Source: an optimization exercise on an open RTL-to-GDS flow (aim: small area). Production flows keep margins and buffers that such runs may drop.
The RTL was checked by simulation tests, not by an equivalence proof against the original design.
Power figures rest on the tool's default switching activity, not on a simulated workload.

==> v13 <==
// crc_frame_validator
module crc_frame_validator (
    input  wire        clk,
    input  wire        rst,         
    input  wire [7:0]  my_addr,     
    input  wire        reg_valid,   
    input  wire [7:0]  reg_id,
    input  wire [1:0]  reg_sel,
    input  wire        start,       
    input  wire        rx_valid,    
    input  wire [7:0]  rx_data,
    input  wire        rx_timeout,  
    output wire        tx_valid,
    output wire [7:0]  tx_data,
    input  wire        tx_ready,
    input  wire        cs_valid,    
    input  wire [31:0] cs_enc,
    input  wire        cs_limit,
    output wire [2:0]  ctl_state,
    output wire [1:0]  boot_err,
    output wire        outcome,
    output wire        rx_res_valid,
    output wire [1:0]  rx_result,
    output wire [47:0] rx_frame,
    output wire [31:0] goal
);
export LEC_CHECK = 0
export CAP_MARGIN = 15
export CORE_MARGIN = 2
export CORE_UTILIZATION = 60
export PLACE_DENSITY = 0.75
export SLEW_MARGIN = 15
create_clock -name core_clock -period 12.0 [get_ports {clk}]
standard.sh (not shown) runs the stock make flow with config.mk's settings and CLKGATE_MAP_FILE= SYNTH_SCRIPT=/design/flow/synth_recipe.tcl, a recipe that flattens the netlist after the stock synthesis.
==> flow/flow/run.sh <==
#!/bin/bash
# The standard layout (bash standard.sh, which runs the standard flow's own synthesis
# unchanged), with two options changed:
#  - port buffers are the smallest buffer cell (buf_1) instead of
#    clkdlybuf4s50_1;
#  - the clock tree uses clkbuf_8 in sink clusters of up to 18 and no
#    dummy loads.
# make's full output goes to flow.log; each ORFS step logs under orfs/logs/.
set -euo pipefail
export BUFFER_PORTS_ARGS="-buffer_cell sky130_fd_sc_hd__buf_1"
export CTS_ARGS="-sink_clustering_enable -repair_clock_nets -buf_list sky130_fd_sc_hd__clkbuf_8 -sink_clustering_size 18 -sink_clustering_max_diameter 60 -dont_use_dummy_load"
bash standard.sh > flow.log 2>&1
==> inputs of v5, as changes to v13 <==
--- a/flow/design.v
+++ b/flow/design.v
@@ -112,109 +112,81 @@
     input  wire [7:0] addr,
     input  wire [1:0] wr_sel,
     output wire       rd_bound,
     output wire [1:0] rd_sel,
     output wire       estop_bound  
 );
-    wire [6:0] ga [0:63];
-    wire [6:0] gb [0:15];
-    wire [6:0] gc [0:3];
+    wire [447:0] ga;     
+    wire [111:0] gb;
+    wire [27:0]  gc;
     reg [6:0]   gd;
-    reg [2:0] ge;        
-    localparam [6:0] EMPTY = 7'b0111100;
+    reg [2:0] ge;
     wire in_a = (addr[7:6] != 2'd3);
     wire in_b = !in_a && (addr[5:4] != 2'd3);
     wire in_c = !in_a && !in_b && (addr[3:2] != 2'd3);
     wire in_d = !in_a && !in_b && !in_c && (addr[1:0] != 2'd3);
     wire in_e = (addr == 8'hFF);
-    wire [63:0] sel_a;
-    wire [15:0] sel_b;
-    wire [3:0]  sel_c;
-    wire        sel_d = in_d;
-    wire        sel_e = in_e;
-    genvar k;
-    generate
-        for (k = 0; k < 64; k = k + 1) begin : g_sa
-            assign sel_a[k] = in_a && (addr[5:0] == k);
-        end
-        for (k = 0; k < 16; k = k + 1) begin : g_sb
-            assign sel_b[k] = in_b && (addr[3:0] == k);
-        end
-        for (k = 0; k < 4; k = k + 1) begin : g_sc
-            assign sel_c[k] = in_c && (addr[1:0] == k);
-        end
-    endgenerate
     reg [1:0] pos;
     reg [6:0] code;
-    integer i;
     always @* begin
-        pos = in_a ? addr[7:6] : in_b ? addr[5:4] : in_c ? addr[3:2] : in_d ? addr[1:0] : 2'd0;
-        code = ({7{sel_d}} & gd) | ({7{sel_e}} & {3'b011, ge[2], ge});
-        for (i = 0; i < 64; i = i + 1) code = code | ({7{sel_a[i]}} & ga[i]);
-        for (i = 0; i < 16; i = i + 1) code = code | ({7{sel_b[i]}} & gb[i]);
-        for (i = 0; i < 4; i = i + 1)  code = code | ({7{sel_c[i]}} & gc[i]);
-    end
-    wire       f  = code[6];
-    wire [1:0] m  = code[5:4];
-    wire [1:0] q  = code[3:2];
-    wire [1:0] s0 = code[1:0];
-    wire [1:0] s1 = code[3:2];
-    wire [1:0] s2 = code[5:4];
-    reg        bound;
-    reg  [1:0] sel;
-    always @* begin
-        if (f) begin
-            bound = 1'b1;
-            sel   = (pos == 2'd0) ? s0 : (pos == 2'd1) ? s1 : s2;
-        end else if (m != 2'd3) begin
-            bound = (pos != m);
-            sel   = (pos == 2'd0) ? s0 : (pos == 2'd1) ? s1 : (m == 2'd0) ? s0 : s1;
+        if (in_a) begin
+            pos  = addr[7:6];
+            code = ga[addr[5:0]*7 +: 7];
+        end else if (in_b) begin
+            pos  = addr[5:4];
+            code = gb[addr[3:0]*7 +: 7];
+        end else if (in_c) begin
+            pos  = addr[3:2];
+            code = gc[addr[1:0]*7 +: 7];
+        end else if (in_d) begin
+            pos  = addr[1:0];
+            code = gd;
         end else begin
-            bound = (pos == q);
-            sel   = s0;
+            pos  = 2'd0;
+            code = {4'd0, ge};
         end
     end
-    assign rd_bound    = bound;
-    assign rd_sel      = sel;
-    assign estop_bound = !ge[2];
-    wire [1:0] mm = 2'd3 - pos - q;    
-    reg  [6:0] code_n;
+    reg [2:0] v;
     always @* begin
-        if (m == 2'd3) begin
-            if (q == 2'd3)
-                code_n = {1'b0, 2'd3, pos, wr_sel};
-            else
-                code_n = {1'b0, mm,
-                          (pos == 2'd1 || (pos == 2'd2 && mm == 2'd1)) ? wr_sel : s0,
-                          (pos == 2'd0 || (pos == 2'd2 && mm == 2'd0)) ? wr_sel : s0};
-        end else begin
-            code_n = {1'b1,
-                      (pos == 2'd2) ? wr_sel : (pos == 2'd0) ? s0 : s1,
-                      (pos == 2'd1) ? wr_sel : s1,
-                      (pos == 2'd0) ? wr_sel : s0};
-        end
+        case (pos)
+            2'd0:    v = code % 7'd5;
+            2'd1:    v = (code / 7'd5) % 7'd5;
+            default: v = code / 7'd25;
+        endcase
     end
-    wire [6:0] wdata = rst ? EMPTY : code_n;
+    assign rd_bound    = (v != 3'd0);
+    assign rd_sel      = v[1:0] - 2'd1;
+    assign estop_bound = (ge != 3'd0);
+    reg [6:0] add;
+    always @* begin
+        case (pos)
+            2'd0:    add = {5'd0, wr_sel} + 7'd1;
+            2'd1:    add = ({5'd0, wr_sel} + 7'd1) * 7'd5;
+            default: add = ({5'd0, wr_sel} + 7'd1) * 7'd25;
+        endcase
+    end
+    wire [6:0] wdata = rst ? 7'd0 : code + add;
+    genvar k;
     generate
         for (k = 0; k < 64; k = k + 1) begin : g_a
             reg [6:0] q;
             always @(posedge clk)
-                if (rst || (wr_en && sel_a[k])) q <= wdata;
-            assign ga[k] = q;
+                if (rst || (wr_en && in_a && addr[5:0] == k)) q <= wdata;
+            assign ga[7*k +: 7] = q;
         end
         for (k = 0; k < 16; k = k + 1) begin : g_b
             reg [6:0] q;
             always @(posedge clk)
-                if (rst || (wr_en && sel_b[k])) q <= wdata;
-            assign gb[k] = q;
+                if (rst || (wr_en && in_b && addr[3:0] == k)) q <= wdata;
+            assign gb[7*k +: 7] = q;
         end
         for (k = 0; k < 4; k = k + 1) begin : g_c
             reg [6:0] q;
             always @(posedge clk)
-                if (rst || (wr_en && sel_c[k])) q <= wdata;
-            assign gc[k] = q;
+                if (rst || (wr_en && in_c && addr[1:0] == k)) q <= wdata;
+            assign gc[7*k +: 7] = q;
         end
     endgenerate
     always @(posedge clk) begin
         if (rst || (wr_en && in_d)) gd <= wdata;
         if (rst || (wr_en && in_e)) ge <= wdata[2:0];
     end
@@ -291,13 +263,12 @@
     reg  [2:0]  ctl;
     reg  [1:0]  boot_err_q;
     reg         last_outcome;
     reg  [31:0] board_goal;
     reg  [31:0] board_pos;
     reg         pos_set;       
-    reg         inc_f;         
     reg  [1:0]  d_state;
     reg  [2:0]  d_cnt;
     reg  [47:0] d_buf;
     reg  [7:0]  d_x;
     reg         d_res_valid;
     reg  [1:0]  d_result;
@@ -330,23 +301,17 @@
         .take_val    (take_val),
         .res_valid_n (rx_res_valid_n),
         .res_n       (rx_res_n),
         .frame_ok    (frame_ok)
     );
     wire accept = frame_ok && (d_buf[47:40] == my_addr);
-    wire tx_payload = (d_cnt >= 3'd2) && (d_cnt <= 3'd5);
-    wire tx_carry   = inc_f && tx_payload &&
-                      (d_cnt >= 3'd5 || d_buf[39:32] == 8'hFF) &&
-                      (d_cnt >= 3'd4 || d_buf[31:24] == 8'hFF) &&
-                      (d_cnt >= 3'd3 || d_buf[23:16] == 8'hFF);
-    wire [7:0] tx_top = d_buf[47:40] + {7'd0, tx_carry};
     wire tx_esc, tx_body, tx_last;
     cfv_tx_encoder u_tx (
         .state     (d_state),
         .cnt       (d_cnt),
-        .top       (tx_top),
+        .top       (d_buf[47:40]),
         .x         (d_x),
         .data      (tx_data),
         .send_esc  (tx_esc),
         .send_body (tx_body),
         .last      (tx_last)
     );
@@ -368,44 +333,43 @@
     wire [31:0] req_payload = d_buf[31:0];
     wire        h_spin  = rd_bound && rd_sel == H_SPIN;
     wire        h_read  = rd_bound && rd_sel == H_READ;
     wire        h_estop = rd_bound && rd_sel == H_ESTOP;
     wire        h_part  = rd_bound && rd_sel == H_PART;
     wire        cmd10   = (req_cmd == 8'd10);
-    wire       keep_payload = h_spin || (h_part && cmd10);
     reg [31:0] resp;       
     always @* begin
         if (h_read && pos_set)
             resp = board_pos;
+        else if (h_part && cmd10)
+            resp = req_payload + 32'd1;
         else if (h_part)
             resp = 32'd77;
         else
             resp = 32'd0;
     end
     wire resp_outcome = !rd_bound || (h_part && !cmd10);
     wire shift    = (rx_take) || (tx_step && tx_body);
     wire cnt_inc  = rx_xor || (tx_step && !tx_esc && !tx_last);
     wire loop_cs  = cs_valid && (waiting || dispatching || replying);
     always @(posedge clk) begin
         if (shift)
             d_buf <= {d_buf[39:0], take_val};
-        else if (dispatching && !keep_payload)
+        else if (dispatching && !h_spin)
             d_buf[31:0] <= resp;
         if (rx_begin)
             d_cnt <= 3'd0;
         else if (cnt_inc)
             d_cnt <= d_cnt + 3'd1;
         if (rx_begin)
             d_x <= 8'd0;
         else if (rx_xor || (tx_step && tx_body))
-            d_x <= d_x ^ (replying ? tx_top : take_val);
+            d_x <= d_x ^ (replying ? d_buf[47:40] : take_val);
         d_result <= rx_res_n;
         if (loop_cs)
             board_pos <= cs_enc;
-        if (dispatching)
-            inc_f <= h_part && cmd10;
         if (rst) begin
             ctl          <= C_REGISTERING;
             boot_err_q   <= E_NONE;
             last_outcome <= O_OK;
             board_goal   <= 32'd0;
             pos_set      <= 1'b0;
==> flow/run.sh (new file) <==
#!/bin/bash
# synth_recipe.tcl (not shown) runs the flow's synth.tcl, then flattens the netlist and writes it again
# the make line also repeats each setting of config.mk as NAME=value (left out here)
make -C /OpenROAD-flow-scripts/flow DESIGN_CONFIG=/design/flow/config.mk WORK_HOME=/design/flow/orfs CLKGATE_MAP_FILE= SYNTH_SCRIPT=/design/flow/synth_recipe.tcl finish
- CAP_MARGIN: 15 -> 20
- CORE_UTILIZATION: 60 -> 40
- PLACE_DENSITY: 0.75 -> 0.6
- SLEW_MARGIN: 15 -> 20
removed: flow/flow/run.sh
removed: flow/standard.sh
==> inputs of v31, as changes to v13 <==
==> flow/flow/run.sh (replaced) <==
#!/bin/bash
# The standard layout (bash standard.sh, which runs the standard flow's own synthesis
# unchanged), with three options changed:
#  - port buffers are the smallest buffer cell (buf_1) instead of
#    clkdlybuf4s50_1;
#  - the clock tree uses clkbuf_8 in sink clusters of up to 14 and no
#    dummy loads;
#  - after global routing, gates on paths with slack are downsized
#    (ORFS's power recovery, RECOVER_POWER) to recover area.
# make's full output goes to flow.log; each ORFS step logs under orfs/logs/.
set -euo pipefail
export BUFFER_PORTS_ARGS="-buffer_cell sky130_fd_sc_hd__buf_1"
export CTS_ARGS="-sink_clustering_enable -repair_clock_nets -buf_list sky130_fd_sc_hd__clkbuf_8 -sink_clustering_size 14 -sink_clustering_max_diameter 60 -dont_use_dummy_load"
export RECOVER_POWER=100
bash standard.sh > flow.log 2>&1
==> comparison <==
Clock skew: v31 > v13 > v5. v13 finished clean. v5 ran to the end with no violations. v31 produced a layout that fails on capacitance limit, slew limit. Synthesized area: v5 is larger than v31 (about 22%). Against v31, the global-route usage of v5 is lower by 22 points. Sequential power: v13 is smaller than v5 (about 4%).
==> figures <==
metric	v5	v13	v31
Outcome	timing/DRC/antenna clean	timing/DRC/antenna clean	failed layout checks
Layout check failures	-	-	capacitance limit, slew limit
Area growth syn-to-layout	18.14%	7.274%	7.331%
Detailed Route WL	128700 um	126100 um	127400 um
Antenna violations before repair	7	15	10
Clock slew at the register clock pins of the worst setup and hold paths	0.06 ns	0.09 ns	0.09 ns
# clock sinks	733	734	734
Multiplexer fraction of the synthesized cell area	4.429%	0.4546%	0.4546%
Clock latency of the later-clocked register in the worst-skew pair	0.64 ns	0.72 ns	0.75 ns
Bufs w/o clock	392	235	236
Non-clock buffers, area share	8.662%	3.516%	3.446%

[port drivers added, routing unchanged]
Ports are ideal in the flow. The routed layouts listed here were re-timed in OpenROAD. Step 1 sets driving cells, clkbuf_16 on the clock port and buf_2 on the other inputs (assumed; they add their load-dependent delay and slew). Step 2 times the ports against the registers' clock, not the clock port: input delays grow and output delays shrink by t, the midpoint of the rising clock arrivals with the driver on. Slacks: ideal ports / drivers / drivers and shift; pairs: ideal ports / drivers.
run	shift t [ns]	setup slack, ns	worst register clock-pin slew, ns
v13	0.740	3.033 / 3.027 / 2.287	0.11 / 0.11
v5	0.688	0.488 / 0.530 / -0.158	0.06 / 0.06
v31	0.760	1.278 / 1.278 / 0.584	0.10 / 0.10
Met with ideal ports but missed after step 2: setup timing in v5. The setup slack of v13, which loses most, moves by -0.006 ns with the drivers and by -0.746 ns with both steps.
